What follows belongs to an exercise in optimizing a design on an open flow for small area, a short achievable clock period and few clock cycles per item; a production flow would make more cautious choices. RTL that was checked went through simulation tests only; none was proved equivalent to the original. No functional check of the RTL was part of runs 2 and 3. Power figures rest on the tool's default switching activity, not on a simulated workload.

[config.mk]
export PLATFORM = sky130hd
export DESIGN_NAME = crsf_framer
export DESIGN_NICKNAME = crsf_framer
export VERILOG_FILES = /design/flow/design.v
export SDC_FILE = /design/flow/constraint.sdc
export NUM_CORES = 4
export LEC_CHECK = 0
export CAP_MARGIN = 20
export CORE_MARGIN = 2
export CORE_UTILIZATION = 40
export SLEW_MARGIN = 20
[constraint.sdc]
create_clock -name core_clock -period 8.0 [get_ports {clk}]
set_input_delay 1.6000 -clock core_clock [delete_from_list [all_inputs] [get_ports {clk}]]
set_output_delay 1.6000 -clock core_clock [all_outputs]
set_load 0.01 [all_outputs]
[design.v]
module crsf_framer (
    input  wire       clk,
    input  wire       rst,         
    input  wire       in_valid,
    input  wire [7:0] in_data,
    output wire       in_ready,
    output wire       out_valid,
    output wire [7:0] out_data,
    output wire       out_last,
    input  wire       out_ready
);
    localparam [1:0] M_SEEK  = 2'd0,    
                     M_HSYNC = 2'd1,    
                     M_CAND  = 2'd2;    
    function automatic [7:0] crc8_step(input [7:0] r, input [7:0] d);
        integer k;
        reg [7:0] c;
        begin
            c = r ^ d;
            for (k = 0; k < 8; k = k + 1)
                c = c[7] ? ((c << 1) ^ 8'hD5) : (c << 1);
            crc8_step = c;
        end
    endfunction
    function automatic is_sync(input [7:0] b);
        is_sync = (b == 8'hC8) || (b == 8'hEA) || (b == 8'hEC) || (b == 8'hEE);
    endfunction
    function automatic len_ok(input [7:0] b);
        len_ok = (b[7:6] == 2'b00) && (b[5:1] != 5'd0) && (b[5:0] != 6'd63);
    endfunction
    reg [7:0] mem [0:63];
    reg  [7:0] ir;
    reg        ir_v;
    reg        in_rdy;
    reg  [6:0] wr;
    always @(posedge clk)
        ir <= in_data;
    always @(posedge clk)
        if (ir_v)
            mem[wr[5:0]] <= ir;
    reg  [6:0] ra;                 
    reg  [6:0] rp;                 
    reg  [7:0] rd;
    reg        rd_v;
    wire       ra_live = (ra == wr);
    wire       avail   = !ra_live || ir_v;
    always @(posedge clk) begin
        rd <= ra_live ? ir : mem[ra[5:0]];
        rp <= ra;
    end
    reg  [1:0] mode;
    reg  [6:0] s;                  
    reg  [5:0] k;                  
    reg  [7:0] crc;
    reg  [6:0] nxt;                
    reg        nxt_v;
    reg        psync;              
    wire       sy  = is_sync(rd);
    wire       lv  = len_ok(rd);
    wire [7:0] crc_n = crc8_step(crc, rd);
    wire       last  = (k == 6'd0);
    wire       pass  = (crc == rd);
    localparam QD = 3;
    reg  [6:0] q0, q1, q2;         
    reg  [1:0] qn;
    wire       qfull = (qn == 2'd3);
    wire       chk     = rd_v && (mode == M_CAND) && last;
    wire       commit  = chk && pass && !qfull;
    wire       stall   = chk && pass && qfull;
    wire       rewind  = chk && !pass && nxt_v;
    wire       flush   = stall || rewind;
    wire [6:0] flush_to = stall ? rp : (nxt + 7'd1);
    always @(posedge clk) begin
        if (rst) begin
            ra   <= 7'd0;
            rd_v <= 1'b0;
        end else if (flush) begin
            ra   <= flush_to;
            rd_v <= 1'b0;
        end else begin
            ra   <= ra + {6'd0, avail};
            rd_v <= avail;
        end
    end
    always @(posedge clk) begin
        if (rst) begin
            mode  <= M_SEEK;
            nxt_v <= 1'b0;
        end else if (rd_v) begin
            case (mode)
                M_SEEK: begin
                    if (sy) begin
                        mode <= M_HSYNC;
                        s    <= rp;
                    end
                end
                M_HSYNC: begin
                    if (lv) begin
                        mode  <= M_CAND;
                        k     <= rd[5:0] - 6'd1;
                        crc   <= 8'h00;
                        nxt_v <= 1'b0;
                        psync <= 1'b0;
                    end else if (sy) begin
                        s    <= rp;
                    end else begin
                        mode <= M_SEEK;
                    end
                end
                default: begin
                    if (!last) begin
                        crc   <= crc_n;
                        k     <= k - 6'd1;
                        psync <= sy;
                        if (psync && lv && !nxt_v) begin
                            nxt   <= rp - 7'd1;
                            nxt_v <= 1'b1;
                        end
                    end else if (pass) begin
                        if (!qfull)
                            mode <= M_SEEK;
                    end else if (nxt_v) begin
                        mode <= M_HSYNC;
                        s    <= nxt;
                    end else if (psync && lv) begin
                        s     <= rp - 7'd1;
                        k     <= rd[5:0] - 6'd1;
                        crc   <= 8'h00;
                        nxt_v <= 1'b0;
                        psync <= 1'b0;
                    end else if (sy) begin
                        mode <= M_HSYNC;
                        s    <= rp;
                    end else begin
                        mode <= M_SEEK;
                    end
                end
            endcase
        end
    end
    reg  [7:0] od;
    reg        ol;
    reg        ov;
    reg        e_act;
    reg  [6:0] e;                  
    reg  [1:0] eph;                
    reg  [5:0] rem;                
    wire       load   = !ov || out_ready;
    wire [7:0] eb     = mem[e[5:0]];
    wire       e_last = (eph == 2'd2) && (rem == 6'd1);
    wire       pop    = qn != 2'd0 && (!e_act || (load && e_last));
    always @(posedge clk)
        if (load && e_act) begin
            od <= eb;
            ol <= e_last;
        end
    always @(posedge clk) begin
        if (rst) begin
            ov    <= 1'b0;
            e_act <= 1'b0;
            qn    <= 2'd0;
        end else begin
            if (load)
                ov <= e_act;
            if (pop) begin
                e     <= q0;
                eph   <= 2'd0;
                e_act <= 1'b1;
            end else if (e_act && load) begin
                e <= e + 7'd1;
                if (eph == 2'd0) begin
                    eph <= 2'd1;
                end else if (eph == 2'd1) begin
                    eph <= 2'd2;
                    rem <= eb[5:0];
                end else begin
                    rem <= rem - 6'd1;
                    if (rem == 6'd1)
                        e_act <= 1'b0;
                end
            end
            if (pop) begin
                q0 <= (qn == 2'd1) ? s : q1;
                q1 <= (qn == 2'd2) ? s : q2;
                q2 <= s;
            end else begin
                if (qn == 2'd0) q0 <= s;
                if (qn == 2'd1) q1 <= s;
                if (qn == 2'd2) q2 <= s;
            end
            qn <= qn + {1'b0, commit} - {1'b0, pop};
        end
    end
    wire [6:0] front = e_act ? e : (qn != 2'd0) ? q0 : (mode == M_SEEK) ? rp : s;
    wire [6:0] used  = wr - front;
    always @(posedge clk) begin
        if (rst) begin
            wr     <= 7'd0;
            ir_v   <= 1'b0;
            in_rdy <= 1'b1;
        end else begin
            wr     <= wr + {6'd0, ir_v};
            ir_v   <= in_valid && in_rdy;
            in_rdy <= ({1'b0, used} + {7'd0, ir_v} + {7'd0, in_rdy}) <= 8'd63;
        end
    end
    assign in_ready  = in_rdy;
    assign out_valid = ov;
    assign out_data  = od;
    assign out_last  = ol;
endmodule
[run.sh]
#!/bin/bash
# synth_recipe.tcl (not shown) runs the flow's synth.tcl, then flattens the netlist and writes it again
# the make line also repeats each setting of config.mk as NAME=value (left out here)
make -C /OpenROAD-flow-scripts/flow DESIGN_CONFIG=/design/flow/config.mk WORK_HOME=/design/flow/orfs CLKGATE_MAP_FILE= SYNTH_SCRIPT=/design/flow/synth_recipe.tcl finish
==> flow_metrics.env, run 1 <==
export IMPL_rr_endpoint="rd[2]$_DFF_P_"
export IMPL_ys_warnings_count=1
export IMPL_synth_top_area_share_pct=57.6
export IMPL_fin_hold_ws_ps=430
export IMPL_worst_slew_pin_transition_ps=1150
export IMPL_cts_root_buf="clkbuf_16"
export IMPL_avgSynthCellArea_um2=17.8
export IMPL_cts_made_buffers=73
export IMPL_clkTransAtPathRegs_ps=60
export IMPL_finalSetupViolations=0
export IMPL_rr_worst_depth=7
export IMPL_synth_top_area_cell="edfxtp_1"
export IMPL_ys_flop_type="edfxtp_1"
export IMPL_fill_cells=6482
export IMPL_drc=0
export IMPL_placed_cell_area_um2=31800
export IMPL_cp_end_kind="flip-flop"
export IMPL_first_pass_iters=5
export IMPL_yosys_register_bits=639
export IMPL_clk_latency_ps=630
export IMPL_syn_num_nets=1754
export IMPL_wl_per_cell_um=28.8
export IMPL_pre_cts_ws_ps=3050
export IMPL_dieArea_um2=78700
export IMPL_cts_hold_buf=0
export IMPL_cts_resized=0
export IMPL_grt_first_pass_wirelength_um=117000
export IMPL_p_per_area_nw_per_um2=342
export IMPL_clock_path_buffers=3
export IMPL_synth_most_common_cell="edfxtp_1"
export IMPL_hold_path_class="reg -> reg"
export IMPL_hold_path_depth=0
export IMPL_final_area_um2=34100
export IMPL_hold_viol=0
export IMPL_rows=101
export IMPL_wirelength_um=79700
export IMPL_grt_pass1_vias=17104
export IMPL_synth_cells=1717
export IMPL_gp_congestion=0.824
export IMPL_htree_levels=3
export IMPL_drive_gt1_share_pct=28.3
export IMPL_synth_edf_count=586
export IMPL_fin_ws_ps=3960
export IMPL_cp_max_fo=30
export IMPL_final_nets=1767
export IMPL_die_h_um=280
export IMPL_relSlewSlack_pct=23.0
export IMPL_dp_hpwl_um=50300
export IMPL_synthTopCellsByArea="edfxtp_1 58%, mux4_2 23%, dfxtp_1 3.5%"
export IMPL_ir_drop_v=0.000177
export IMPL_tns_ps=0
export IMPL_cts_tree="yes"
export IMPL_leakage_nw=10.5
export IMPL_synth_common_cells="586 x edfxtp_1, 310 x mux4_2, 131 x nor2_1"
export IMPL_ant_nets=0
export IMPL_grt_setup_unrepaired="no"
export IMPL_maxCapViolations=0
export IMPL_async_flop_share_pct=0
export IMPL_timing_fmax_ghz=0.248
export IMPL_cp_start_kind="input pin"
export IMPL_fin_skew_ps=37.0
export IMPL_grt_max_degree=72
export IMPL_total_power_mw=11.7
export IMPL_syn2layout_area_growth_pct=11.4
export IMPL_period_share_pct=50.5
export IMPL_io_buffers=22
export IMPL_die_x_um=280
export IMPL_post_cts_buffers=0
export IMPL_start_util_pct=40.3
export IMPL_io_pins=23
export IMPL_cp_arrival_ps=4540
export IMPL_core_area_um2=75800
export IMPL_hp_start="ra[6]$_SDFF_PP0_"
export IMPL_drv_slew=0
export IMPL_drt_iter0_drc=1623
export IMPL_track_usage_pct=20.5
export IMPL_synth_cell_types=68
export IMPL_path_class="in -> reg"
export IMPL_vias=16781
export IMPL_syn_cell_area_um2=30600
export IMPL_worstPathRequired_ps=8510
export IMPL_antenna_found_initial=2
export IMPL_r2r_start="ra[1]$_SDFF_PP0_"
export IMPL_period_needed_ps=4040
export IMPL_status="no timing/DRC/antenna violations"
export IMPL_viasPerCell=6.07
export IMPL_overflow=0
export IMPL_r2r_slack_ps=4040
export IMPL_cts_sinks=639
export IMPL_holdPathEnd="rp[6]$_DFF_P_"
export IMPL_ys_seq_area_share_pct=61.0
-- flip-flops by register name, summed over array words and instances (netlist names), 8 cells and up, named ones only --
| signal | cells |
|---|---|
| crc | 8 |
| od | 8 |
| ir | 8 |
| mem | 512 |
| rd | 8 |
-- layout make-up --
type | count | area, um^2 | share of cell area, %
flip-flops and latches | 639 | 18700 | 54.9
diodes | 2 | 5.00 | 0.0147
clock buffers | 96 | 1970 | 5.77
inverters | 23 | 86.3 | 0.253
repair buffers | 52 | 474 | 1.39
multi-input cells | 941 | 11300 | 33.3
well taps | 978 | 1220 | 3.59
clock inverters | 35 | 288 | 0.845
-- layout by cell type, fill, tap and decap left out, drive strengths merged, types with 13 or more instances in the layout --
| cell type | instances |
|---|---|
| mux2 | 26 |
| nor2b | 16 |
| clkdlybuf4s50 | 22 |
| dfxtp | 53 |
| edfxtp | 586 |
| o21ai | 32 |
| nor2 | 131 |
| a21oi | 39 |
| clkbuf | 96 |
| mux4 | 313 |
| o221ai | 16 |
| nor3 | 17 |
| xor2 | 26 |
| mux2i | 51 |
| xnor2 | 45 |
| o22ai | 20 |
| nand3b | 13 |
| buf | 30 |
| nand3 | 24 |
| inv | 25 |
| clkinv | 28 |
| nand2 | 48 |
| ha | 23 |
-- logic make-up after synthesis --
logic type | Yosys count | synth area share [%]
AOI/OAI and AO/OA | 159 | 3.49
xor gates and xnor gates | 72 | 2.11
adders and majority gates | 25 | 1.07
buffers and inverters | 137 | 2.03
DFF | 639 | 61.0
muxes | 390 | 25.7
and+or+nand+nor | 295 | 4.56
-- metrics by stage --
step	cells	util (%)
2_1_floorplan	1717	-
3_3_place_gp	2630	41.9
3_5_place_dp	2632	41.9
4_1_cts	2763	44.9
5_1_grt	2764	44.9
6_report	2766	44.9
-- routing by layer --
layer  global-route usage, %  vias up  part of all wire (%)
li1                        -     7165                     -
met1                    28.0     8783                    41
met2                    32.3      726                    47
met3                    5.28      105                   8.6
met4                    6.76        2                   2.7
met5                       0        -                 0.015
-- worst max-delay path by stage --
stage,from,end,slack [ps],cells past startpoint
after floorplan,rst,crc[0]$_SDFFCE_PP0P_,4080,4
after global placement,out_ready,qn[1]$_SDFF_PP0_,3340,11
after detailed placement,out_ready,rem[2]$_DFFE_PP_,3050,6
after CTS,out_ready,rem[2]$_DFFE_PP_,3690,6
after global routing,out_ready,qn[1]$_SDFF_PP0_,3740,11
final,out_ready,qn[1]$_SDFF_PP0_,3960,11
-- critical path, cell delays in order --
cell and delay [ps]:
clkdlybuf4s50_1 460, nor2b_1 90, o41ai_4 630, o21ai_2 390, inv_2 510, ha_1 320, inv_1 60, ha_1 150
xnor2_1 140, xnor2_1 140, nor2_1 50
-- report_power, final --
part	internal [mW]	switching [mW]
logic	2.01	2.09
registers	3.95	0.415
clock network	1.83	1.36
Testbench counts, summed over its fixed seeds: cycles 33,555, bytes 32,000.
==> run 2: changes to the inputs <==
--- a/design.v
+++ b/design.v
@@ -44,7 +44,9 @@
     reg        rd_v;
     wire       ra_live = (ra == wr);
-    wire       avail   = !ra_live || ir_v;
-    always @(posedge clk) begin
-        rd <= ra_live ? ir : mem[ra[5:0]];
+    wire       grant_r;
+    wire [7:0] pdat;               
+    wire       avail   = ra_live ? ir_v : grant_r;
+    always @(posedge clk) begin
+        rd <= ra_live ? ir : pdat;
         rp <= ra;
     end
@@ -61,5 +63,4 @@
     wire       last  = (k == 6'd0);
     wire       pass  = (crc == rd);
-    localparam QD = 3;
     reg  [6:0] q0, q1, q2;         
     reg  [1:0] qn;
@@ -139,33 +140,52 @@
         end
     end
-    reg  [7:0] od;
-    reg        ol;
-    reg        ov;
+    reg  [7:0] od, sd;             
+    reg        ol, sl;
+    reg        ov, sv;
     reg        e_act;
     reg  [6:0] e;                  
     reg  [1:0] eph;                
     reg  [5:0] rem;                
-    wire       load   = !ov || out_ready;
-    wire [7:0] eb     = mem[e[5:0]];
-    wire       e_last = (eph == 2'd2) && (rem == 6'd1);
-    wire       pop    = qn != 2'd0 && (!e_act || (load && e_last));
-    always @(posedge clk)
-        if (load && e_act) begin
-            od <= eb;
-            ol <= e_last;
-        end
+    assign     grant_r = !ra_live && !qfull;
+    wire       issue   = e_act && !sv && !grant_r;
+    assign     pdat    = mem[grant_r ? ra[5:0] : e[5:0]];
+    wire       e_last  = (eph == 2'd2) && (rem == 6'd1);
+    wire       pop     = qn != 2'd0 && (!e_act || (issue && e_last));
+    always @(posedge clk) begin
+        if (sv) begin
+            if (out_ready) begin
+                od <= sd;
+                ol <= sl;
+            end
+        end else if (!ov || out_ready) begin
+            if (issue) begin
+                od <= pdat;
+                ol <= e_last;
+            end
+        end else if (issue) begin
+            sd <= pdat;
+            sl <= e_last;
+        end
+    end
     always @(posedge clk) begin
         if (rst) begin
             ov    <= 1'b0;
+            sv    <= 1'b0;
             e_act <= 1'b0;
             qn    <= 2'd0;
         end else begin
-            if (load)
-                ov <= e_act;
+            if (sv) begin
+                if (out_ready)
+                    sv <= 1'b0;
+            end else if (!ov || out_ready) begin
+                ov <= issue;
+            end else if (issue) begin
+                sv <= 1'b1;
+            end
             if (pop) begin
                 e     <= q0;
                 eph   <= 2'd0;
                 e_act <= 1'b1;
-            end else if (e_act && load) begin
+            end else if (issue) begin
                 e <= e + 7'd1;
                 if (eph == 2'd0) begin
@@ -173,5 +193,5 @@
                 end else if (eph == 2'd1) begin
                     eph <= 2'd2;
-                    rem <= eb[5:0];
+                    rem <= pdat[5:0];
                 end else begin
                     rem <= rem - 6'd1;
--- a/config.mk
+++ b/config.mk
@@ -6,6 +6,8 @@
 export NUM_CORES = 4
 export LEC_CHECK = 0
+export ABC_CLOCK_PERIOD_IN_PS = 3000
 export CAP_MARGIN = 20
 export CORE_MARGIN = 2
 export CORE_UTILIZATION = 40
+export SETUP_SLACK_MARGIN = 5
 export SLEW_MARGIN = 20
==> run 2 against run 1 <==
Compared with the run above: still clean; sequential share of layout area up 3.1 points; via count up 9.3%; final area down 4.5%; first-iteration DRC count up 33%; core utilization up 3.5 points; clock power down 4%; die area down 11%; global-route usage up 1.6 points; cell count up 12%; power up 22%; wire length down 0.89%; worst hold slack worse by 10 ps; highest routed layer is now met4.
==> flow_metrics.env, run 2 <==
export IMPL_wirelength_um=79000
export IMPL_final_common_cell="edfxtp_1"
export IMPL_drv_slew=0
export IMPL_ys_flop_type="edfxtp_1"
export IMPL_worst_slew_pin_transition_ps=1190
export IMPL_synth_cell_types=55
export IMPL_synth_top_family_by_area="simple AND/OR/NAND/NOR gates"
export IMPL_synthTopCellsByArea="edfxtp_1 66%, nand2_1 5.8%, dfxtp_1 3.5%"
export IMPL_cp_arrival_ps=3750
export IMPL_dp_hpwl_um=41200
export IMPL_hold_path_class="reg -> reg"
export IMPL_synthAdderAreaFrac_pct=1.14
export IMPL_grt_setup_unrepaired="yes"
export IMPL_clkTransAtPathRegs_ps=60
export IMPL_path_class="reg -> reg"
export IMPL_startpoint="wr[0]$_SDFF_PP0_"
export IMPL_dieArea_um2=69800
export IMPL_die_x_um=264
export IMPL_grt_first_pass_wirelength_um=115000
export IMPL_ys_seq_area_share_pct=69.5
export IMPL_avgSynthCellArea_um2=12.8
export IMPL_cts_root_buf="clkbuf_16"
export IMPL_antenna_cells=0
export IMPL_viasPerCell=5.91
export IMPL_cts_tree="yes"
export IMPL_clock_path_buffers=3
export IMPL_synth_compound_area_share_pct=9.70
export IMPL_cts_made_buffers=69
export IMPL_synth_common_cells="595 x edfxtp_1, 421 x nand2_1, 161 x a21oi_1"
export IMPL_final_nets=2215
export IMPL_syn_num_nets=2147
export IMPL_io_pins=23
export IMPL_placed_cell_area_um2=28200
export IMPL_finalSetupViolations=0
export IMPL_maxCapViolations=0
export IMPL_drive_gt1_share_pct=18.3
export IMPL_status="no timing/DRC/antenna violations"
export IMPL_final_cell_mix="595 x edfxtp_1, 415 x nand2_1, 129 x a21oi_1"
export IMPL_cts_hold_buf=0
export IMPL_rows=95
export IMPL_grt_max_degree=67
export IMPL_die_h_um=264
export IMPL_clk_latency_ps=610
export IMPL_syn2layout_area_growth_pct=20.1
export IMPL_drt_iter0_drc=2163
export IMPL_period_needed_ps=3410
export IMPL_p_per_area_nw_per_um2=437
export IMPL_track_usage_pct=22.1
export IMPL_synth_mux_area_fraction_pct=3.74
export IMPL_hp_start="ra[5]$_SDFF_PP0_"
export IMPL_wl_per_cell_um=25.5
export IMPL_grt_pass1_vias=17596
export IMPL_timing_fmax_ghz=0.293
export IMPL_ys_warnings_count=1
export IMPL_gp_congestion=0.824
export IMPL_dp_cells=2902
export IMPL_synth_top_area_cell="edfxtp_1"
export IMPL_cp_start_kind="flip-flop"
export IMPL_vias=18334
export IMPL_synth_xor_area_share_pct=2.42
export IMPL_ant_nets=0
export IMPL_yosys_area_share_simple_pct=11.1
export IMPL_final_area_um2=32500
export IMPL_overflow=0
export IMPL_synth_most_common_cell="edfxtp_1"
export IMPL_drc=0
export IMPL_core_area_um2=67200
export IMPL_largest_register_ffs=512
export IMPL_synth_top_area_share_pct=65.9
export IMPL_period_share_pct=42.6
export IMPL_fin_cells=3104
export IMPL_io_buffers=22
export IMPL_r2r_slack_ps=4590
export IMPL_cts_sinks=643
export IMPL_r2r_start="wr[0]$_SDFF_PP0_"
export IMPL_pre_cts_ws_ps=2760
export IMPL_cp_max_fo=8
export IMPL_htree_levels=3
export IMPL_cp_end_kind="flip-flop"
export IMPL_hold_viol=0
export IMPL_fin_ws_ps=4590
export IMPL_syn_cell_area_um2=27100
export IMPL_yosys_register_bits=643
export IMPL_synth_edf_count=595
export IMPL_first_pass_iters=5
export IMPL_leakage_nw=10.9
export IMPL_final_core_util_pct=48.5
export IMPL_ir_drop_v=0.000294
export IMPL_worstPathRequired_ps=8340
export IMPL_synth_cells=2111
export IMPL_start_util_pct=40.3
export IMPL_async_flop_share_pct=0
export IMPL_tns_ps=0
export IMPL_relSlewSlack_pct=20.2
export IMPL_fin_skew_ps=22.8
export IMPL_antenna_found_initial=0
[run 2: changes by cell type after synthesis, sizes merged, moves of 11 or more]
cell    change
nand2     +373
mux4      -313
a21oi     +122
nand3      +54
a31oi      +33
nand3b     -11
a32oi      +81
nor3       +13
a221oi     +16
o21ai      +13
clkbuf     +13
mux2       +16
o221ai     -16
[run 2: logic make-up after synthesis]
| kind of cell | after synthesis |
|---|---|
| adders and majority gates | 24 |
| xor gates and xnor gates | 75 |
| AOI/OAI and AO/OA | 408 |
| and+or+nand+nor | 717 |
| muxes | 94 |
| buffers and inverters | 150 |
| DFF | 643 |
[run 2: final timing paths]
kind / endpoint / cells after the start
max: od[6]$_DFFE_PP_ / 15
min: rp[5]$_DFF_P_ / 0
max reg2reg: od[6]$_DFFE_PP_ / 15
min reg2reg: rp[5]$_DFF_P_ / 0
[run 2: report_power, final]
group          internal [mW]  switching (mW)  leakage (nW)  total, mW
logic                   2.75            4.20          4.06       6.96
registers               3.99           0.198          5.77       4.19
clock network           1.75            1.31          1.04       3.06
total                   8.50            5.71          10.9       14.2
[run 2: critical path, cell delays in order, from the launching register on]
cell       delay (ps)
dfxtp_4           360
xor2_4            190
nor4_4            320
a22o_4            190
buf_12            120
mux2i_4           270
buf_6             200
buf_12            130
buf_16            150
buf_12            110
mux2i_1           170
a32oi_1           100
a21oi_2           280
a2111oi_4          70
a21o_1            230
mux2_2            270
[run 2: metrics by stage]
stage / power, mW / hold slack (ps)
finish: 14.2 / 420
global placement: 8.89 / 413
floorplan: 7.49 / 352
global route: 14.8 / 422
detailed placement: 8.97 / 421
CTS: 13.7 / 434
[run 2: cell type report]
class	instances	area [um^2]
Inverter	21	82.6
Clock inverter	37	270
Fill cell	5630	34600
Clock buffer	86	1860
Multi-Input combinational cell	1329	8820
Sequential cell	643	18900
Timing Repair inverter	1	5.00
Timing Repair Buffer	114	1530
Tap cell	873	1090
[run 2: timing repair]
item	in CTS	in global routing
resized for setup	197	72
pin swaps	47	48
setup buffers	35	15
setup endpoints to repair	149	114
gates cloned	25	4
[run 2: layer usage]
layer	vias to the layer above	track usage, %	routed length, um
li1	8030	-	-
met1	9218	30.3	32700
met2	914	35.1	36800
met3	172	3.94	6530
met4	0	8.55	2970
met5	-	0	0
==> run 3: changes to the inputs <==
--- a/config.mk
+++ b/config.mk
@@ -6,8 +6,6 @@
 export NUM_CORES = 4
 export LEC_CHECK = 0
-export ABC_CLOCK_PERIOD_IN_PS = 3000
 export CAP_MARGIN = 20
 export CORE_MARGIN = 2
 export CORE_UTILIZATION = 40
-export SETUP_SLACK_MARGIN = 5
 export SLEW_MARGIN = 20
==> run 3 against run 2 <==
Compared with the run above: still clean on timing, DRC and antenna; clock-buffer cell count grew 3; die area is the same; power shrank 16%; sequential power is essentially flat; clock skew shrank 1.1 ps; largest cell class unchanged.
==> flow_metrics.env, run 3 <==
export IMPL_status="no timing/DRC/antenna violations"
export IMPL_hold_path_class="reg -> reg"
export IMPL_avgSynthCellArea_um2=12.8
export IMPL_synth_cells=2111
export IMPL_synth_top_area_share_pct=65.9
export IMPL_clk_latency_ps=610
export IMPL_tns_ps=0
export IMPL_rows=95
export IMPL_synth_edf_count=595
export IMPL_multi_input_area_um2=7710
export IMPL_fin_hold_ws_ps=432
export IMPL_cts_hold_buf=0
export IMPL_cts_made_buffers=67
export IMPL_cts_tree="yes"
export IMPL_core_area_um2=67200
export IMPL_viasPerCell=5.71
export IMPL_ys_seq_area_share_pct=69.5
export IMPL_yosys_register_bits=643
export IMPL_timing_fmax_ghz=0.190
export IMPL_vias=17329
export IMPL_largest_register_ffs=512
export IMPL_cts_resized=0
export IMPL_period_needed_ps=5270
export IMPL_synthTopCellsByArea="edfxtp_1 66%, nand2_1 5.8%, dfxtp_1 3.5%"
export IMPL_cpMostUsedCell="buf_4"
export IMPL_dp_hpwl_um=42800
export IMPL_grt_setup_unrepaired="no"
export IMPL_drive_gt1_share_pct=8.97
export IMPL_clock_path_buffers=3
export IMPL_r2r_slack_ps=2730
export IMPL_relSlewSlack_pct=22.7
export IMPL_worstPathCellList="xor2_1, nor4_2, a22o_1, buf_4, mux2i_4, buf_4, a21oi_1, a221oi_1, o21ai_0, a2111oi_0, a21o_1, mux2_2"
export IMPL_ys_warnings_count=1
export IMPL_syn_cell_area_um2=27100
export IMPL_worstPathRequired_ps=8470
export IMPL_start_util_pct=40.3
export IMPL_io_buffers=22
export IMPL_synth_cell_types=55
export IMPL_wl_per_cell_um=23.1
export IMPL_grt_max_degree=125
export IMPL_overflow=0
export IMPL_max_stage_delay_ps=880
export IMPL_synth_most_common_cell="edfxtp_1"
export IMPL_maxCapViolations=0
export IMPL_p_per_area_nw_per_um2=395
export IMPL_die_h_um=264
export IMPL_dp_cells=2914
export IMPL_hold_viol=0
export IMPL_syn_num_nets=2147
export IMPL_leakage_nw=10.0
export IMPL_fin_skew_ps=21.7
export IMPL_die_x_um=264
export IMPL_drt_iter0_drc=1876
export IMPL_final_nets=2146
export IMPL_grt_first_pass_wirelength_um=107000
export IMPL_final_common_cell="edfxtp_1"
export IMPL_cts_sinks=643
export IMPL_final_cell_mix="595 x edfxtp_1, 421 x nand2_1, 161 x a21oi_1"
export IMPL_cp_end_kind="flip-flop"
export IMPL_ir_drop_v=0.000279
export IMPL_io_pins=23
export IMPL_worst_slew_pin_transition_ps=1130
export IMPL_clkTransAtPathRegs_ps=60
export IMPL_track_usage_pct=20.1
export IMPL_path_class="reg -> reg"
export IMPL_gp_congestion=0.844
export IMPL_cp_arrival_ps=5740
export IMPL_grt_pass1_vias=16901
export IMPL_crit_slowest_cell="mux2i_4"
export IMPL_cp_start_kind="flip-flop"
export IMPL_cp_max_fo=51
export IMPL_first_pass_iters=6
export IMPL_cts_root_buf="clkbuf_16"
export IMPL_syn2layout_area_growth_pct=11.8
export IMPL_dieArea_um2=69800
export IMPL_synth_common_cells="595 x edfxtp_1, 421 x nand2_1, 161 x a21oi_1"
export IMPL_ant_nets=0
export IMPL_ys_flop_type="edfxtp_1"
export IMPL_synth_top_area_cell="edfxtp_1"
export IMPL_seq_area_um2=18800
export IMPL_wirelength_um=70200
export IMPL_finalSetupViolations=0
export IMPL_drv_slew=0
export IMPL_period_share_pct=65.9
export IMPL_fill_cells=5943
export IMPL_drc=0
export IMPL_htree_levels=3
export IMPL_async_flop_share_pct=0
export IMPL_antenna_found_initial=0
export IMPL_fin_cells=3035
export IMPL_post_cts_buffers=0
export IMPL_antenna_cells=0
[run 3: final timing paths]
kind                    startpoint         endpoint  depth (start not counted)
hold reg to reg   ra[6]$_SDFF_PP0_    rp[6]$_DFF_P_                          0
setup reg to reg  wr[0]$_SDFF_PP0_  od[2]$_DFFE_PP_                         12
hold / removal    ra[6]$_SDFF_PP0_    rp[6]$_DFF_P_                          0
setup / recovery  wr[0]$_SDFF_PP0_  od[2]$_DFFE_PP_                         12
[run 3: through the flow]
step | cell area [um^2] | worst slack (ps) | util (%) | total power, mW
floorplan | 27100 | 4430 | - | 7.48
global placement | 28200 | 3020 | 42.0 | 8.94
detailed placement | 28200 | 2880 | 42.0 | 9.01
CTS | 30300 | 2860 | 45.1 | 12.0
global route | 30300 | 2460 | 45.1 | 12.6
finish | 30300 | 2730 | 45.1 | 12.0
[run 3: cell type report]
class,count,area share (%)
Inverter,21,0.260
Tap cell,873,3.61
Timing Repair Buffer,59,1.64
Multi-Input combinational cell,1318,25.5
Clock inverter,32,0.835
Clock buffer,89,5.98
Sequential cell,643,62.2
[run 3: cell families (layout without fill, tap and decap cells)]
| logic type | count (synthesis) | in the layout | synth area share [%] |
|---|---|---|---|
| buffers and inverters | 150 | 201 | 2.40 |
| and+or+nand+nor | 717 | 717 | 11.1 |
| xor gates and xnor gates | 75 | 75 | 2.42 |
| adders and majority gates | 24 | 24 | 1.14 |
| AOI/OAI and AO/OA | 408 | 408 | 9.70 |
| DFF | 643 | 643 | 69.5 |
| muxes | 94 | 94 | 3.74 |
[run 3: where the power goes]
part	internal (mW)	switching (mW)
Sequential	3.99	0.188
Clock	1.70	1.29
Combinational	1.62	3.18
[run 3: worst max-delay path, delay by kind of cell, from the launching register on]
kind	cells	cell delay, ps
compound gates	6	1790
xor+xnor	1	170
buf+inv	2	990
flops	1	860
mux	2	1060
simple gates	1	240
[run 3: routing by layer]
layer  GRT usage (%)  vias to the layer above  part of all wire, %
met1            28.2                     8732                   44
met5               0                        -                    0
met2            32.3                      633                   48
met4            5.91                        0                  2.2
met3            3.23                      105                  6.7
li1                -                     7859                    -
==> run 4: changes to the inputs <==
--- a/design.v
+++ b/design.v
@@ -43,5 +43,5 @@
     reg  [7:0] rd;
     reg        rd_v;
-    wire       ra_live = (ra == wr);
+    reg        ra_live;            
     wire       grant_r;
     wire [7:0] pdat;               
@@ -65,5 +65,5 @@
     reg  [6:0] q0, q1, q2;         
     reg  [1:0] qn;
-    wire       qfull = (qn == 2'd3);
+    reg        qfull;              
     wire       chk     = rd_v && (mode == M_CAND) && last;
     wire       commit  = chk && pass && !qfull;
@@ -74,12 +74,16 @@
     always @(posedge clk) begin
         if (rst) begin
-            ra   <= 7'd0;
-            rd_v <= 1'b0;
+            ra      <= 7'd0;
+            rd_v    <= 1'b0;
+            ra_live <= 1'b1;
         end else if (flush) begin
-            ra   <= flush_to;
-            rd_v <= 1'b0;
+            ra      <= flush_to;
+            rd_v    <= 1'b0;
+            ra_live <= 1'b0;
         end else begin
-            ra   <= ra + {6'd0, avail};
-            rd_v <= avail;
+            ra      <= ra + {6'd0, avail};
+            rd_v    <= avail;
+            if (!ra_live)
+                ra_live <= grant_r && !ir_v && (ra + 7'd1 == wr);
         end
     end
@@ -174,4 +178,5 @@
             e_act <= 1'b0;
             qn    <= 2'd0;
+            qfull <= 1'b0;
         end else begin
             if (sv) begin
@@ -209,5 +214,6 @@
                 if (qn == 2'd2) q2 <= s;
             end
-            qn <= qn + {1'b0, commit} - {1'b0, pop};
+            qn    <= qn + {1'b0, commit} - {1'b0, pop};
+            qfull <= (qn + {1'b0, commit} - {1'b0, pop}) == 2'd3;
         end
     end
--- a/config.mk
+++ b/config.mk
@@ -6,6 +6,8 @@
 export NUM_CORES = 4
 export LEC_CHECK = 0
+export ABC_CLOCK_PERIOD_IN_PS = 2000
 export CAP_MARGIN = 20
 export CORE_MARGIN = 2
-export CORE_UTILIZATION = 40
+export CORE_UTILIZATION = 60
+export SETUP_SLACK_MARGIN = 5
 export SLEW_MARGIN = 20
==> run 4 against run 3 <==
Compared with the run above: still clean; highest routed layer unchanged; clock skew increased by 8.4 ps; non-clock buffer count rose by 59; area after synthesis grew 4.7%; largest power group is now registers.
==> flow_metrics.env, run 4 <==
export IMPL_grt_max_degree=69
export IMPL_clkTransAtPathRegs_ps=60
export IMPL_track_usage_pct=31.8
export IMPL_internal_power_mw=6.70
export IMPL_endpoint="od[6]$_DFFE_PP_"
export IMPL_worstPathRequired_ps=8450
export IMPL_p_per_area_nw_per_um2=308
export IMPL_switchingPower_mw=3.22
export IMPL_period_needed_ps=3010
export IMPL_antenna_cells=0
export IMPL_synthTopCellsByArea="edfxtp_1 63%, mux2i_1 4.3%, dfxtp_1 3.5%"
export IMPL_synth_cell_types=89
export IMPL_dieArea_um2=49100
export IMPL_syn2layout_area_growth_pct=13.4
export IMPL_cp_buffers_inverters=3
export IMPL_r2r_start="ra_live$_SDFF_PP1_"
export IMPL_cts_hold_buf=0
export IMPL_ys_flop_type="edfxtp_1"
export IMPL_fin_skew_ps=30.2
export IMPL_wl_per_cell_um=27.8
export IMPL_hold_path_class="reg -> reg"
export IMPL_gp_congestion=0.867
export IMPL_clock_path_buffers=3
export IMPL_synth_edf_count=595
export IMPL_cts_root_buf="clkbuf_16"
export IMPL_status="no timing/DRC/antenna violations"
export IMPL_final_nets=2243
export IMPL_drc=0
export IMPL_io_pins=23
export IMPL_first_pass_iters=17
export IMPL_cp_arrival_ps=3450
export IMPL_die_x_um=221
export IMPL_p_sw_share_pct=32.5
export IMPL_drive_gt1_share_pct=13.9
export IMPL_timing_fmax_ghz=0.333
export IMPL_finalSetupViolations=0
export IMPL_synth_most_common_cell="edfxtp_1"
export IMPL_syn_num_nets=2189
export IMPL_vias=18973
export IMPL_critPathTopFamily="compound AO/OA/AOI/OAI gates"
export IMPL_startpoint="ra_live$_SDFF_PP1_"
export IMPL_die_h_um=221
export IMPL_viasPerCell=6.63
export IMPL_r2r_slack_ps=4990
export IMPL_ys_warnings_count=1
export IMPL_start_util_pct=60.8
export IMPL_largest_register_ffs=512
export IMPL_synth_cells=2151
export IMPL_cts_sinks=645
export IMPL_cp_end_kind="flip-flop"
export IMPL_fill_cells=3283
export IMPL_htree_levels=3
export IMPL_core_area_um2=46700
export IMPL_power_frac_clock_pct=30.6
export IMPL_ys_seq_area_share_pct=66.5
export IMPL_crit_cells=10
export IMPL_rows=79
export IMPL_worstPathCellList="buf_6, o21ai_4, buf_4, clkbuf_16, a21oi_1, o21ai_0, a41oi_1, nor4_2, nand2_1, a31oi_1"
export IMPL_seq_area_um2=18900
export IMPL_relSlewSlack_pct=19.2
export IMPL_max_stage_delay_ps=420
export IMPL_cp_start_kind="flip-flop"
export IMPL_io_buffers=22
export IMPL_rr_endpoint="od[6]$_DFFE_PP_"
export IMPL_dp_cells=2673
export IMPL_fin_cells=2862
export IMPL_cts_tree="yes"
export IMPL_async_flop_share_pct=0
export IMPL_ir_drop_v=0.000232
export IMPL_multi_input_area_um2=8990
export IMPL_clk_latency_ps=630
export IMPL_avgSynthCellArea_um2=13.2
export IMPL_dp_hpwl_um=45500
export IMPL_leakage_nw=10.8
export IMPL_worst_slew_pin_transition_ps=1200
export IMPL_hold_viol=0
export IMPL_total_power_mw=9.92
export IMPL_p_comb_share_pct=28.6
export IMPL_synth_top_area_cell="edfxtp_1"
export IMPL_maxCapViolations=0
export IMPL_overflow=0
export IMPL_synth_top_area_share_pct=63.0
export IMPL_grt_pass1_vias=18011
export IMPL_final_common_cell="edfxtp_1"
export IMPL_cp_max_fo=22
export IMPL_tns_ps=0
export IMPL_path_class="reg -> reg"
export IMPL_wirelength_um=79500
export IMPL_grt_first_pass_wirelength_um=116000
export IMPL_rr_worst_depth=10
export IMPL_cts_made_buffers=69
export IMPL_ant_nets=0
export IMPL_grt_setup_unrepaired="yes"
export IMPL_syn_cell_area_um2=28400
export IMPL_synth_common_cells="595 x edfxtp_1, 174 x nor2_1, 158 x nand2_1"
export IMPL_antenna_found_initial=0
export IMPL_period_share_pct=37.6
export IMPL_pwr_share_seq_pct=40.8
export IMPL_yosys_register_bits=645
export IMPL_crit_slowest_cell="dfxtp_4"
export IMPL_final_cell_mix="595 x edfxtp_1, 169 x nor2_1, 155 x nand2_1"
export IMPL_drv_slew=0
export IMPL_drt_iter0_drc=2424
run 4: changes by cell type after synthesis, moves of 19 or more:
cell,change
mux2_2,-20
nor3_1,+56
a32oi_1,-62
nand2_1,-263
mux2i_1,+73
clkbuf_1,-19
buf_4,+27
o22ai_1,+19
a21oi_1,-31
o21ai_0,+88
nor2_1,+44
run 4: routing by layer:
metal	track usage, %	up-vias	share of wire [%]
li1	-	8315	-
met1	44.4	9379	40
met2	49.8	1059	46
met3	6.15	220	10
met4	12.7	0	4.2
met5	0	-	0
run 4: logic make-up after synthesis:
group	Yosys count	share of synthesized area (%)
adder cells (fa/ha/maj)	26	1.20
flip-flops	645	66.5
buffers and inverters	168	3.36
AO/OA/AOI/OAI	480	10.9
XOR/XNOR	77	2.38
multiplexers	148	5.49
AND/OR/NAND/NOR	607	10.2
run 4: final cells by class:
type / instances / area share (%)
clock inverters: 31 / 0.770
inverters: 29 / 0.362
flip-flops and latches: 645 / 58.7
well taps: 607 / 2.36
multi-input cells: 1342 / 27.9
clock buffers: 90 / 5.77
repair buffers: 118 / 4.07
run 4: power groups by stage:
| stage | Sequential (mW) | Combinational (mW) | Clock (mW) |
|---|---|---|---|
| floorplan | 4.03 | 1.72 | 0 |
| global placement | 4.12 | 2.32 | 0 |
| detailed placement | 4.12 | 2.36 | 0 |
| CTS | 4.06 | 2.60 | 3.05 |
| global route | 4.05 | 3.01 | 3.19 |
| finish | 4.05 | 2.84 | 3.03 |
run 4: how the worst min path moves through the flow:
| stage | cells after the start | startpoint | slack (ps) | end |
|---|---|---|---|---|
| 6_report | 0 | ra[6]$_SDFF_PP0_ | 390 | rp[6]$_DFF_P_ |
| 5_1_grt | 0 | ra[6]$_SDFF_PP0_ | 400 | rp[6]$_DFF_P_ |
| 4_1_cts | 0 | ra[6]$_SDFF_PP0_ | 400 | rp[6]$_DFF_P_ |
| 3_5_place_dp | 0 | ra[6]$_SDFF_PP0_ | 390 | rp[6]$_DFF_P_ |
| 3_3_place_gp | 0 | ra[6]$_SDFF_PP0_ | 390 | rp[6]$_DFF_P_ |
| 2_1_floorplan | 0 | ra[4]$_SDFF_PP0_ | 330 | rp[4]$_DFF_P_ |
run 4: timing repair:
action | CTS | global route
pin swaps | 17 | 15
endpoints found under the setup margin | 128 | 59
gates resized for setup | 95 | 35
cloned | 10 | 4
setup buffers | 23 | 31
run 4: through the flow:
stage	area [um^2]	utilization, %	worst slack (ps)	hold WS (ps)
floorplan	28400	-	4990	329
global placement	28900	61.8	3560	389
detailed placement	28900	61.8	3480	393
CTS	31700	68.0	4930	397
global route	32200	69.0	4890	400
finish	32200	69.0	4990	393
Testbench counts of run 4, summed over its fixed seeds: cycles 33,742, bytes 32,000.
==> run 5: changes to the inputs <==
--- a/config.mk
+++ b/config.mk
@@ -6,8 +6,8 @@
 export NUM_CORES = 4
 export LEC_CHECK = 0
-export ABC_CLOCK_PERIOD_IN_PS = 2000
+export ABC_CLOCK_PERIOD_IN_PS = 3000
 export CAP_MARGIN = 20
 export CORE_MARGIN = 2
-export CORE_UTILIZATION = 60
+export CORE_UTILIZATION = 40
 export SETUP_SLACK_MARGIN = 5
 export SLEW_MARGIN = 20
==> run 5 against run 4 <==
Compared with the run above: wire length increased by 1.6%; still clean on timing, DRC and antenna; clock skew decreased by 5.5 ps; power increased by 1.2%; critical endpoint is now qfull$_SDFF_PP0_; largest power group unchanged; combinational power increased by 1%.
==> flow_metrics.env, run 5 <==
export IMPL_fin_skew_ps=24.7
export IMPL_finalSetupViolations=0
export IMPL_cts_root_buf="clkbuf_16"
export IMPL_dp_hpwl_um=45900
export IMPL_ir_drop_v=0.000147
export IMPL_synth_cells=2151
export IMPL_gp_congestion=0.830
export IMPL_drt_iter0_drc=2306
export IMPL_final_area_um2=32800
export IMPL_die_x_um=270
export IMPL_htree_levels=3
export IMPL_syn_num_nets=2189
export IMPL_grt_max_degree=66
export IMPL_grt_pass1_vias=18260
export IMPL_syn2layout_area_growth_pct=15.5
export IMPL_cp_max_fo=3
export IMPL_io_buffers=22
export IMPL_hold_viol=0
export IMPL_final_nets=2248
export IMPL_antenna_found_initial=1
export IMPL_grt_setup_unrepaired="yes"
export IMPL_p_per_area_nw_per_um2=306
export IMPL_largest_register_ffs=512
export IMPL_crit_cells=13
export IMPL_worstPathCellList="inv_2, ha_4, or3b_4, or3_4, nor4_4, nand4_1, ha_1, inv_2, ha_4, xor2_2, xnor2_1, nor2_1, and2_4"
export IMPL_drive_gt1_share_pct=14.8
export IMPL_cts_tree="yes"
export IMPL_pwr_share_seq_pct=40.2
export IMPL_final_common_cell="edfxtp_1"
export IMPL_track_usage_pct=21.2
export IMPL_path_class="reg -> reg"
export IMPL_synth_top_area_cell="edfxtp_1"
export IMPL_final_core_util_pct=46.7
export IMPL_yosys_register_bits=645
export IMPL_critPathTopFamily="simple AND/OR/NAND/NOR gates"
export IMPL_period_share_pct=37.9
export IMPL_synth_common_cells="595 x edfxtp_1, 174 x nor2_1, 158 x nand2_1"
export IMPL_synth_cell_types=89
export IMPL_synth_top_area_share_pct=63.0
export IMPL_placed_cell_area_um2=29300
export IMPL_relSlewSlack_pct=22.2
export IMPL_cts_sinks=645
export IMPL_ys_seq_area_share_pct=66.5
export IMPL_drc=0
export IMPL_max_stage_delay_ps=410
export IMPL_p_comb_share_pct=28.7
export IMPL_power_frac_clock_pct=31.1
export IMPL_grt_first_pass_wirelength_um=118000
export IMPL_rows=97
export IMPL_ys_warnings_count=1
export IMPL_core_area_um2=70100
export IMPL_avgSynthCellArea_um2=13.2
export IMPL_start_util_pct=40.5
export IMPL_total_power_mw=10.0
export IMPL_die_h_um=270
export IMPL_async_flop_share_pct=0
export IMPL_leakage_nw=10.9
export IMPL_timing_fmax_ghz=0.329
export IMPL_ys_flop_type="edfxtp_1"
export IMPL_wirelength_um=80800
export IMPL_ant_nets=0
export IMPL_rr_worst_depth=13
export IMPL_clkTransAtPathRegs_ps=60
export IMPL_cp_buffers_inverters=2
export IMPL_crit_slowest_cell="edfxtp_1"
export IMPL_hold_path_depth=0
export IMPL_final_cell_mix="595 x edfxtp_1, 169 x nor2_1, 155 x nand2_1"
export IMPL_cts_hold_buf=0
export IMPL_io_pins=23
export IMPL_worst_slew_pin_transition_ps=1160
export IMPL_first_pass_iters=6
export IMPL_tns_ps=0
export IMPL_cp_end_kind="flip-flop"
export IMPL_vias=18805
export IMPL_drv_slew=0
export IMPL_status="no timing/DRC/antenna violations"
export IMPL_overflow=0
export IMPL_p_sw_share_pct=33.1
export IMPL_syn_cell_area_um2=28400
export IMPL_internal_power_mw=6.71
export IMPL_clk_latency_ps=620
export IMPL_worstPathRequired_ps=8560
export IMPL_viasPerCell=5.87
export IMPL_period_needed_ps=3040
export IMPL_wl_per_cell_um=25.2
export IMPL_cp_arrival_ps=3590
export IMPL_cp_start_kind="flip-flop"
export IMPL_cts_made_buffers=71
export IMPL_pre_cts_ws_ps=3250
export IMPL_hold_path_class="reg -> reg"
export IMPL_synthTopCellsByArea="edfxtp_1 63%, mux2i_1 4.3%, dfxtp_1 3.5%"
export IMPL_switchingPower_mw=3.32
export IMPL_maxCapViolations=0
export IMPL_dieArea_um2=73100
export IMPL_synth_edf_count=595
export IMPL_clock_path_buffers=3
export IMPL_fin_ws_ps=4960
export IMPL_synth_most_common_cell="edfxtp_1"
export IMPL_antenna_cells=0
run 5: cell count changes in the layout (fill, tap and decap cells not counted), sizes merged, moves of 2 or more:
cell,previous run,this run
or3b,3,5
buf,88,86
nor2,177,179
inv,30,35
clkinv,24,28
run 5: cell families (layout without fill, tap and decap cells):
group | Yosys count | count (layout) | synth area share [%]
AO/OA/AOI/OAI | 480 | 482 | 10.9
XOR/XNOR | 77 | 77 | 2.38
adder cells (fa/ha/maj) | 26 | 26 | 1.20
buffers and inverters | 168 | 273 | 3.36
flip-flops | 645 | 645 | 66.5
multiplexers | 148 | 148 | 5.49
AND/OR/NAND/NOR | 607 | 613 | 10.2
run 5: path summary, 6_finish.rpt:
kind | from | to | slack, ps
worst max-delay path | k[0]$_DFFE_PP_ | qfull$_SDFF_PP0_ | 4960
worst min-delay path | ra[6]$_SDFF_PP0_ | rp[6]$_DFF_P_ | 410
worst max register to register | k[0]$_DFFE_PP_ | qfull$_SDFF_PP0_ | 4960
worst min register to register | ra[6]$_SDFF_PP0_ | rp[6]$_DFF_P_ | 410
run 5: timing repair:
action | 4_1_cts | 5_1_grt
gates resized for setup | 103 | 48
buffers inserted | 34 | 17
cloned | 11 | 9
endpoints found under the setup margin | 137 | 99
pin swaps | 15 | 25
run 5: layout make-up:
cell class	instances	area, um^2
inverters	29	116
clock inverters	39	315
repair buffers	116	1310
multi-input cells	1346	9070
repair inverters	1	5.00
fillers	6201	37400
well taps	940	1180
clock buffers	88	1870
flip-flops and latches	645	18900
run 5: worst register-to-register path, cell delays in order (launching register included):
cell	delay (ps)
edfxtp_1	410
inv_2	100
ha_4	130
or3b_4	390
or3_4	370
nor4_4	210
nand4_1	220
ha_1	360
inv_2	40
ha_4	160
xor2_2	150
xnor2_1	120
nor2_1	150
and2_4	170
run 5: power by group through the flow:
| stage | combinational [mW] | clock (mW) | sequential, mW |
|---|---|---|---|
| 2_1_floorplan | 1.72 | 0 | 4.03 |
| 5_1_grt | 3.06 | 3.30 | 4.05 |
| 4_1_cts | 2.63 | 3.16 | 4.03 |
| 3_5_place_dp | 2.39 | 0 | 4.11 |
| 6_report | 2.88 | 3.12 | 4.03 |
| 3_3_place_gp | 2.36 | 0 | 4.10 |
run 5: metrics by stage:
stage | instances | hold slack, ps
2_1_floorplan | 2151 | 329
3_3_place_gp | 3006 | 400
3_5_place_dp | 3006 | 402
4_1_cts | 3178 | 410
5_1_grt | 3204 | 427
6_report | 3204 | 412
run 5: metal layers:
| layer | wire, um | track usage (%) | up-vias |
|---|---|---|---|
| met3 | 7280 | 3.65 | 159 |
| met1 | 33300 | 29.5 | 9388 |
| li1 | - | - | 8359 |
| met2 | 37600 | 33.7 | 899 |
| met5 | 0 | 0 | - |
| met4 | 2640 | 7.08 | 0 |
==> run 6: changes to the inputs <==
--- a/design.v
+++ b/design.v
@@ -72,4 +72,7 @@
     wire       flush   = stall || rewind;
     wire [6:0] flush_to = stall ? rp : (nxt + 7'd1);
+    wire [6:0] ra_nx   = flush ? flush_to : ra + {6'd0, avail};
+    wire       live_nx = flush ? 1'b0 :
+                         ra_live ? 1'b1 : (grant_r && !ir_v && (ra + 7'd1 == wr));
     always @(posedge clk) begin
         if (rst) begin
@@ -77,13 +80,8 @@
             rd_v    <= 1'b0;
             ra_live <= 1'b1;
-        end else if (flush) begin
-            ra      <= flush_to;
-            rd_v    <= 1'b0;
-            ra_live <= 1'b0;
-        end else begin
-            ra      <= ra + {6'd0, avail};
-            rd_v    <= avail;
-            if (!ra_live)
-                ra_live <= grant_r && !ir_v && (ra + 7'd1 == wr);
+        end else begin
+            ra      <= ra_nx;
+            rd_v    <= avail && !flush;
+            ra_live <= live_nx;
         end
     end
@@ -151,9 +149,24 @@
     reg  [1:0] eph;                
     reg  [5:0] rem;                
-    assign     grant_r = !ra_live && !qfull;
+    reg        gr;                 
+    reg  [5:0] pa;                 
+    assign     grant_r = gr;
     wire       issue   = e_act && !sv && !grant_r;
-    assign     pdat    = mem[grant_r ? ra[5:0] : e[5:0]];
+    assign     pdat    = mem[pa];
     wire       e_last  = (eph == 2'd2) && (rem == 6'd1);
     wire       pop     = qn != 2'd0 && (!e_act || (issue && e_last));
+    wire [6:0] e_nx    = pop ? q0 : issue ? e + 7'd1 : e;
+    wire [1:0] qn_nx   = qn + {1'b0, commit} - {1'b0, pop};
+    wire       qfull_nx = (qn_nx == 2'd3);
+    wire       gr_nx   = !live_nx && !qfull_nx;
+    always @(posedge clk) begin
+        if (rst) begin
+            gr <= 1'b0;
+            pa <= 6'd0;
+        end else begin
+            gr <= gr_nx;
+            pa <= gr_nx ? ra_nx[5:0] : e_nx[5:0];
+        end
+    end
     always @(posedge clk) begin
         if (sv) begin
@@ -188,10 +201,9 @@
                 sv <= 1'b1;
             end
+            e <= e_nx;
             if (pop) begin
-                e     <= q0;
                 eph   <= 2'd0;
                 e_act <= 1'b1;
             end else if (issue) begin
-                e <= e + 7'd1;
                 if (eph == 2'd0) begin
                     eph <= 2'd1;
@@ -214,6 +226,6 @@
                 if (qn == 2'd2) q2 <= s;
             end
-            qn    <= qn + {1'b0, commit} - {1'b0, pop};
-            qfull <= (qn + {1'b0, commit} - {1'b0, pop}) == 2'd3;
+            qn    <= qn_nx;
+            qfull <= qfull_nx;
         end
     end
--- a/config.mk
+++ b/config.mk
@@ -10,4 +10,6 @@
 export CORE_MARGIN = 2
 export CORE_UTILIZATION = 40
+export CTS_CLUSTER_DIAMETER = 100
+export CTS_CLUSTER_SIZE = 30
 export SETUP_SLACK_MARGIN = 5
 export SLEW_MARGIN = 20
==> run 6 against run 5 <==
Compared with the run above: power decreased by 16%; fmax decreased by 3.0%; highest routed layer unchanged; synthesized cell count decreased by 23%; combinational power decreased by 9.7%; setup slack got worse by 93 ps; die area decreased by 2.9%; via count decreased by 23%; sequential share of layout area increased by 6.0 points; clock power decreased by 46%; sequential power increased by 2%; wire length decreased by 21%; register-to-register slack got worse by 90 ps.
==> flow_metrics.env, run 6 <==
export IMPL_dieArea_um2=71000
export IMPL_period_needed_ps=3130
export IMPL_holdPathEnd="rp[6]$_DFF_P_"
export IMPL_vias=14560
export IMPL_final_core_util_pct=43.7
export IMPL_hold_path_class="reg -> reg"
export IMPL_cp_arrival_ps=3690
export IMPL_seq_area_um2=19100
export IMPL_worstPathCellList="or3_4, o41ai_4, o21ai_2, clkinv_4, ha_4, inv_2, ha_4, xor2_4, xnor2_2, nor2b_2, nor2_2, a22oi_4, mux2_4, nor2_2"
export IMPL_start_util_pct=40.3
export IMPL_grt_first_pass_wirelength_um=95600
export IMPL_ir_drop_v=0.000225
export IMPL_clkTransAtPathRegs_ps=120
export IMPL_max_stage_delay_ps=450
export IMPL_synth_top_area_cell="edfxtp_1"
export IMPL_syn_cell_area_um2=27600
export IMPL_cp_max_fo=6
export IMPL_worst_slew_pin_transition_ps=1000
export IMPL_final_common_cell="edfxtp_1"
export IMPL_dp_cells=2489
export IMPL_hold_viol=0
export IMPL_avgSynthCellArea_um2=16.6
export IMPL_dp_hpwl_um=38800
export IMPL_largest_register_ffs=512
export IMPL_rr_worst_depth=14
export IMPL_overflow=0
export IMPL_multi_input_area_um2=8070
export IMPL_status="no timing/DRC/antenna violations"
export IMPL_synth_top_area_share_pct=64.8
export IMPL_synthTopCellsByArea="edfxtp_1 65%, mux4_2 10%, dfxtp_1 4.1%"
export IMPL_ant_nets=0
export IMPL_fin_ws_ps=4870
export IMPL_wirelength_um=64100
export IMPL_fill_cells=5966
export IMPL_hold_path_depth=0
export IMPL_drc=0
export IMPL_final_cell_mix="595 x edfxtp_1, 143 x nor2_1, 122 x mux4_2"
export IMPL_clk_latency_ps=650
export IMPL_relSlewSlack_pct=32.8
export IMPL_die_h_um=266
export IMPL_async_flop_share_pct=0
export IMPL_clock_path_buffers=3
export IMPL_drt_iter0_drc=1375
export IMPL_wl_per_cell_um=24.9
export IMPL_pre_cts_ws_ps=3750
export IMPL_cts_root_buf="clkbuf_16"
export IMPL_ys_warnings_count=1
export IMPL_track_usage_pct=18.1
export IMPL_p_per_area_nw_per_um2=282
export IMPL_grt_setup_unrepaired="yes"
export IMPL_final_area_um2=29900
export IMPL_yosys_register_bits=652
export IMPL_cts_sinks=652
export IMPL_synth_common_cells="595 x edfxtp_1, 149 x nor2_1, 122 x mux4_2"
export IMPL_hp_start="ra[6]$_SDFF_PP0_"
export IMPL_ys_flop_type="edfxtp_1"
export IMPL_rows=96
export IMPL_antenna_cells=0
export IMPL_fin_cells=2571
export IMPL_path_class="reg -> reg"
export IMPL_gp_congestion=0.850
export IMPL_tns_ps=0
export IMPL_placed_cell_area_um2=28500
export IMPL_drive_gt1_share_pct=18.5
export IMPL_finalSetupViolations=0
export IMPL_drv_slew=0
export IMPL_viasPerCell=5.66
export IMPL_htree_levels=1
export IMPL_total_power_mw=8.43
export IMPL_timing_fmax_ghz=0.320
export IMPL_r2r_slack_ps=4870
export IMPL_io_pins=23
export IMPL_cp_start_kind="flip-flop"
export IMPL_grt_pass1_vias=14608
export IMPL_cp_end_kind="flip-flop"
export IMPL_fin_hold_ws_ps=410
export IMPL_startpoint="rem[3]$_DFFE_PP_"
export IMPL_period_share_pct=39.1
export IMPL_leakage_nw=9.36
export IMPL_syn2layout_area_growth_pct=8.51
export IMPL_first_pass_iters=6
export IMPL_fin_skew_ps=56.2
export IMPL_final_nets=1707
export IMPL_core_area_um2=68300
export IMPL_syn_num_nets=1694
export IMPL_synth_cells=1656
export IMPL_die_x_um=266
export IMPL_synth_cell_types=82
export IMPL_synth_edf_count=595
export IMPL_io_buffers=22
export IMPL_ys_seq_area_share_pct=69.0
export IMPL_cts_tree="yes"
export IMPL_crit_slowest_cell="edfxtp_1"
export IMPL_worstPathRequired_ps=8560
export IMPL_maxCapViolations=0
export IMPL_synth_most_common_cell="edfxtp_1"
export IMPL_grt_max_degree=66
export IMPL_r2r_start="rem[3]$_DFFE_PP_"
export IMPL_cts_made_buffers=26
export IMPL_antenna_found_initial=0
==> run 6: cell types whose count changed after synthesis, sizes merged, moves of 26 or more <==
cell   change
buf       -37
mux2i     -59
nor2      -26
a31oi     -36
nand3     -35
nor3      -76
o21ai     -86
mux4     +120
a21oi     -81
nand2     -79
==> run 6: worst max-delay path by stage <==
stage,end,slack [ps],depth (start not counted)
after floorplan,flip-flop,4910,17
after global placement,flip-flop,3870,14
final,flip-flop,4870,14
after detailed placement,flip-flop,3750,14
after global routing,flip-flop,4740,14
after CTS,flip-flop,4840,15
==> run 6: cell families (layout without fill, tap and decap cells) <==
group | Yosys count | count (layout) | share of synthesized area, %
compound gates | 209 | 210 | 5.12
xor+xnor | 80 | 80 | 2.54
fa+ha+maj | 26 | 26 | 1.21
buf+inv | 119 | 151 | 2.46
flops | 652 | 652 | 69.0
mux | 216 | 216 | 13.7
simple gates | 354 | 354 | 6.02
==> run 6: metal layers <==
layer	up-vias	share of wire (%)	global-route usage, %
li1	6450	-	-
met1	7611	43	25.2
met2	424	50	30.3
met3	75	4.6	1.81
met4	0	2.7	4.84
met5	-	0	0
==> run 6: area by class of cell <==
type | count | area share [%]
Clock buffer | 44 | 2.40
Clock inverter | 4 | 0.247
Inverter | 30 | 0.393
Multi-Input combinational cell | 886 | 27.0
Sequential cell | 652 | 63.8
Tap cell | 882 | 3.69
Timing Repair Buffer | 73 | 2.51
==> run 6: critical path: cells and delay by family (launching register included) <==
family	cells	cell delay [ps]
AND/OR/NAND/NOR	4	760
adder cells (fa/ha/maj)	2	340
flip-flops	1	450
XOR/XNOR	2	280
AO/OA/AOI/OAI	3	790
buffers and inverters	2	140
multiplexers	1	330
==> run 6: timing repair <==
item                       in CTS  in global routing
hold buffers                    0                  0
resized for setup              59                 19
setup endpoints to repair      91                 33
setup buffers                  23                  8
gates cloned                    2                  1
pin swaps                       5                  7
==> run 6: report_power, final <==
part / internal (mW) / total [mW] / switching, mW
clock: 0.642 / 1.69 / 1.05
sequential: 3.92 / 4.13 / 0.210
combinational: 1.18 / 2.60 / 1.42
Testbench counts of run 6, summed over its fixed seeds: cycles 33,742, bytes 32,000.
==> run 7: changes to the inputs <==
--- a/config.mk
+++ b/config.mk
@@ -10,6 +10,4 @@
 export CORE_MARGIN = 2
 export CORE_UTILIZATION = 40
-export CTS_CLUSTER_DIAMETER = 100
-export CTS_CLUSTER_SIZE = 30
 export SETUP_SLACK_MARGIN = 5
 export SLEW_MARGIN = 20
==> run 7 against run 6 <==
Compared with the run above: global-route usage increased by 0.59 points; final area grew 4.7%; via count increased by 2.6%; highest routed layer unchanged.
==> flow_metrics.env, run 7 <==
export IMPL_cts_tree="yes"
export IMPL_final_cell_mix="595 x edfxtp_1, 142 x nor2_1, 122 x mux4_2"
export IMPL_worst_slew_pin_transition_ps=1060
export IMPL_antenna_found_initial=0
export IMPL_grt_first_pass_wirelength_um=97700
export IMPL_cts_root_buf="clkbuf_16"
export IMPL_wl_met2_um=31900
export IMPL_synth_xor_area_share_pct=2.54
export IMPL_cp_buffers_inverters=2
export IMPL_ys_warnings_count=1
export IMPL_synthTopCellsByArea="edfxtp_1 65%, mux4_2 10%, dfxtp_1 4.1%"
export IMPL_synth_cell_types=82
export IMPL_drt_iter0_drc=1368
export IMPL_relSlewSlack_pct=27.3
export IMPL_status="no timing/DRC/antenna violations"
export IMPL_synth_top_family_by_area="multiplexers"
export IMPL_topRoutingLayerUsed="met4"
export IMPL_critPathTopFamily="compound AO/OA/AOI/OAI gates"
export IMPL_synth_top_area_share_pct=64.8
export IMPL_synth_most_common_cell="edfxtp_1"
export IMPL_htree_levels=3
export IMPL_synthAdderAreaFrac_pct=1.21
export IMPL_antenna_cells=0
export IMPL_clkTransAtPathRegs_ps=60
export IMPL_crit_cells=14
export IMPL_grt_setup_unrepaired="yes"
export IMPL_overflow=0
export IMPL_drc=0
export IMPL_cp_start_kind="flip-flop"
export IMPL_r2r_slack_ps=4830
export IMPL_dp_hpwl_um=38800
export IMPL_grt_pass1_vias=15056
export IMPL_met3RoutedLength_um=3140
export IMPL_die_x_um=266
export IMPL_clk_latency_ps=610
export IMPL_track_usage_pct=18.6
export IMPL_fin_ws_ps=4830
export IMPL_timing_fmax_ghz=0.316
export IMPL_startpoint="rem[3]$_DFFE_PP_"
export IMPL_synth_mux_area_fraction_pct=13.7
export IMPL_wirelength_um=65100
export IMPL_r2r_start="rem[3]$_DFFE_PP_"
export IMPL_io_pins=23
export IMPL_vias=14942
export IMPL_ant_nets=0
export IMPL_ys_seq_area_share_pct=69.0
export IMPL_worstPathRequired_ps=8540
export IMPL_synth_cells=1656
export IMPL_rr_worst_depth=14
export IMPL_clock_path_buffers=3
export IMPL_final_nets=1756
export IMPL_syn2layout_area_growth_pct=13.6
export IMPL_yosys_area_share_simple_pct=6.02
export IMPL_crit_slowest_cell="or3_4"
export IMPL_cp_max_fo=7
export IMPL_cp_arrival_ps=3710
export IMPL_viasPerCell=5.63
export IMPL_first_pass_iters=5
export IMPL_max_stage_delay_ps=440
export IMPL_ys_flop_type="edfxtp_1"
export IMPL_drv_slew=0
export IMPL_finalSetupViolations=0
export IMPL_tns_ps=0
export IMPL_drt_met1_wl_um=27900
export IMPL_drive_gt1_share_pct=21.4
export IMPL_hold_path_class="reg -> reg"
export IMPL_period_needed_ps=3170
export IMPL_pre_cts_ws_ps=3750
export IMPL_leakage_nw=10.1
export IMPL_final_common_cell="edfxtp_1"
export IMPL_cts_made_buffers=69
export IMPL_maxCapViolations=0
export IMPL_cp_end_kind="flip-flop"
export IMPL_io_buffers=22
export IMPL_syn_num_nets=1694
export IMPL_p_per_area_nw_per_um2=315
export IMPL_path_class="reg -> reg"
export IMPL_gp_congestion=0.850
export IMPL_synth_edf_count=595
export IMPL_ir_drop_v=0.000181
export IMPL_syn_cell_area_um2=27600
export IMPL_die_h_um=266
export IMPL_async_flop_share_pct=0
export IMPL_avgSynthCellArea_um2=16.6
export IMPL_largest_register_ffs=512
export IMPL_start_util_pct=40.3
export IMPL_worstPathCellList="or3_4, o41ai_4, o21ai_2, clkinv_4, ha_4, inv_4, ha_4, xor2_4, xnor2_4, nor2b_2, nor2_2, a22oi_4, mux2_4, nor2_2"
export IMPL_wl_per_cell_um=24.5
export IMPL_core_area_um2=68300
export IMPL_synth_common_cells="595 x edfxtp_1, 149 x nor2_1, 122 x mux4_2"
export IMPL_cts_sinks=652
export IMPL_synth_compound_area_share_pct=5.12
export IMPL_yosys_register_bits=652
export IMPL_fin_skew_ps=25.1
export IMPL_grt_max_degree=66
export IMPL_synth_top_area_cell="edfxtp_1"
export IMPL_period_share_pct=39.6
export IMPL_hold_viol=0
export IMPL_dieArea_um2=71000
export IMPL_rows=96
## run 7: cell types whose count changed in the layout (fill, tap and decap cells not counted), sizes merged
cell	delta
clkinvlp	+2
bufinv	+2
clkinv	+29
inv	+1
buf	+6
clkdlybuf4s15	-2
clkbuf	+43
dlygate4sd2	+3
## run 7: report_power, final
part           switching, mW  internal [mW]
logic                   1.42           1.19
registers              0.209           3.93
clock network           1.34           1.76
## run 7: worst register-to-register path, stage by stage (launching register included)
cell and delay [ps]:
edfxtp_1 420, or3_4 440, o41ai_4 410, o21ai_2 150, clkinv_4 110, ha_4 210, inv_4 50, ha_4 140
xor2_4 200, xnor2_4 100, nor2b_2 180, nor2_2 60, a22oi_4 230, mux2_4 330, nor2_2 70
## run 7: worst min path at each step
stage	slack (ps)	depth (start not counted)	end	start
3_5_place_dp	390	0	rp[6]$_DFF_P_	ra[6]$_SDFF_PP0_
3_3_place_gp	390	0	rp[6]$_DFF_P_	ra[6]$_SDFF_PP0_
2_1_floorplan	330	0	rp[2]$_DFF_P_	ra[2]$_SDFF_PP0_
5_1_grt	420	0	rp[6]$_DFF_P_	ra[6]$_SDFF_PP0_
6_report	400	0	rp[6]$_DFF_P_	ra[6]$_SDFF_PP0_
4_1_cts	400	0	rp[6]$_DFF_P_	ra[6]$_SDFF_PP0_
## run 7: cells by family (layout without fill, tap and decap cells)
family,Yosys count,in the layout
adders and majority gates,26,26
and+or+nand+nor,354,354
AOI/OAI and AO/OA,209,210
muxes,216,216
buffers and inverters,119,235
xor gates and xnor gates,80,80
DFF,652,652
## run 7: layout make-up
| type | count | area (um^2) |
|---|---|---|
| Multi-Input combinational cell | 886 | 8050 |
| Clock inverter | 38 | 295 |
| Inverter | 30 | 120 |
| Tap cell | 882 | 1100 |
| Sequential cell | 652 | 19100 |
| Timing Repair Buffer | 79 | 782 |
| Fill cell | 5852 | 37000 |
| Clock buffer | 88 | 1890 |
## run 7: per-stage QoR
| stage | util (%) | hold slack (ps) | area (um^2) | power (mW) | instances |
|---|---|---|---|---|---|
| 2_1_floorplan | - | 329 | 27600 | 5.94 | 1656 |
| 3_3_place_gp | 41.8 | 391 | 28500 | 6.55 | 2489 |
| 3_5_place_dp | 41.8 | 393 | 28500 | 6.58 | 2489 |
| 4_1_cts | 45.5 | 401 | 31100 | 9.84 | 2640 |
| 5_1_grt | 45.8 | 424 | 31300 | 10.3 | 2655 |
| 6_report | 45.8 | 404 | 31300 | 9.86 | 2655 |
## run 7: timing repair
action,in CTS,in global routing
hold buffers,0,0
buffers inserted,23,15
cloned,2,0
endpoints found under the hold margin,0,0
pin swaps,5,8
resized for setup,52,19
endpoints found under the setup margin,91,23
## run 7: metal layers
layer,global-route usage (%),up-vias
met5,0,-
met4,6.35,0
met3,2.92,120
met2,30.7,469
met1,25.3,7754
li1,-,6599

afterwards: timing with drivers on the ports:
How much do the figures lean on ideal ports? The routed layouts below were timed once more, with nothing changed but the port constraints.
Step 1 (the two cells are an assumption about what drives the block):
set clk [get_ports {clk}]
set_driving_cell -lib_cell sky130_fd_sc_hd__clkbuf_16 $clk
set_driving_cell -lib_cell sky130_fd_sc_hd__buf_2 [delete_from_list [all_inputs] $clk]
Step 2, shift: input delay + t, output delay - t, t = (earliest + latest rising clock arrival at the registers) / 2. This alone moves slack from input paths to output paths.
Three values: ideal ports, drivers, drivers and shift; two values: the first two.
run | t (ns) | setup slack, ns | hold WS [ns] | worst setup path after step 2 | worst register clock-pin slew, ns
run 1 | 0.673 | 3.964 / 3.998 / 3.325 | 0.430 / 0.430 / 0.430 | input to register | 0.06 / 0.06
run 2 | 0.661 | 4.592 / 4.592 / 4.526 | 0.420 / 0.420 / 0.420 | input to register | 0.06 / 0.06
run 3 | 0.661 | 2.731 / 2.731 / 2.731 | 0.432 / 0.432 / 0.432 | register to register | 0.06 / 0.06
run 4 | 0.671 | 4.993 / 4.957 / 4.452 | 0.393 / 0.393 / 0.393 | input to register | 0.06 / 0.06
run 5 | 0.675 | 4.964 / 4.964 / 4.452 | 0.412 / 0.412 / 0.412 | input to register | 0.06 / 0.06
run 6 | 0.676 | 4.872 / 4.872 / 4.508 | 0.410 / 0.410 / 0.410 | input to register | 0.12 / 0.12
run 7 | 0.663 | 4.831 / 4.831 / 4.517 | 0.404 / 0.404 / 0.404 | input to register | 0.06 / 0.06
After both steps every run listed still meets setup and hold. The setup slack of run 1, which loses most, moves by +0.034 ns with the drivers and by -0.639 ns with both steps.
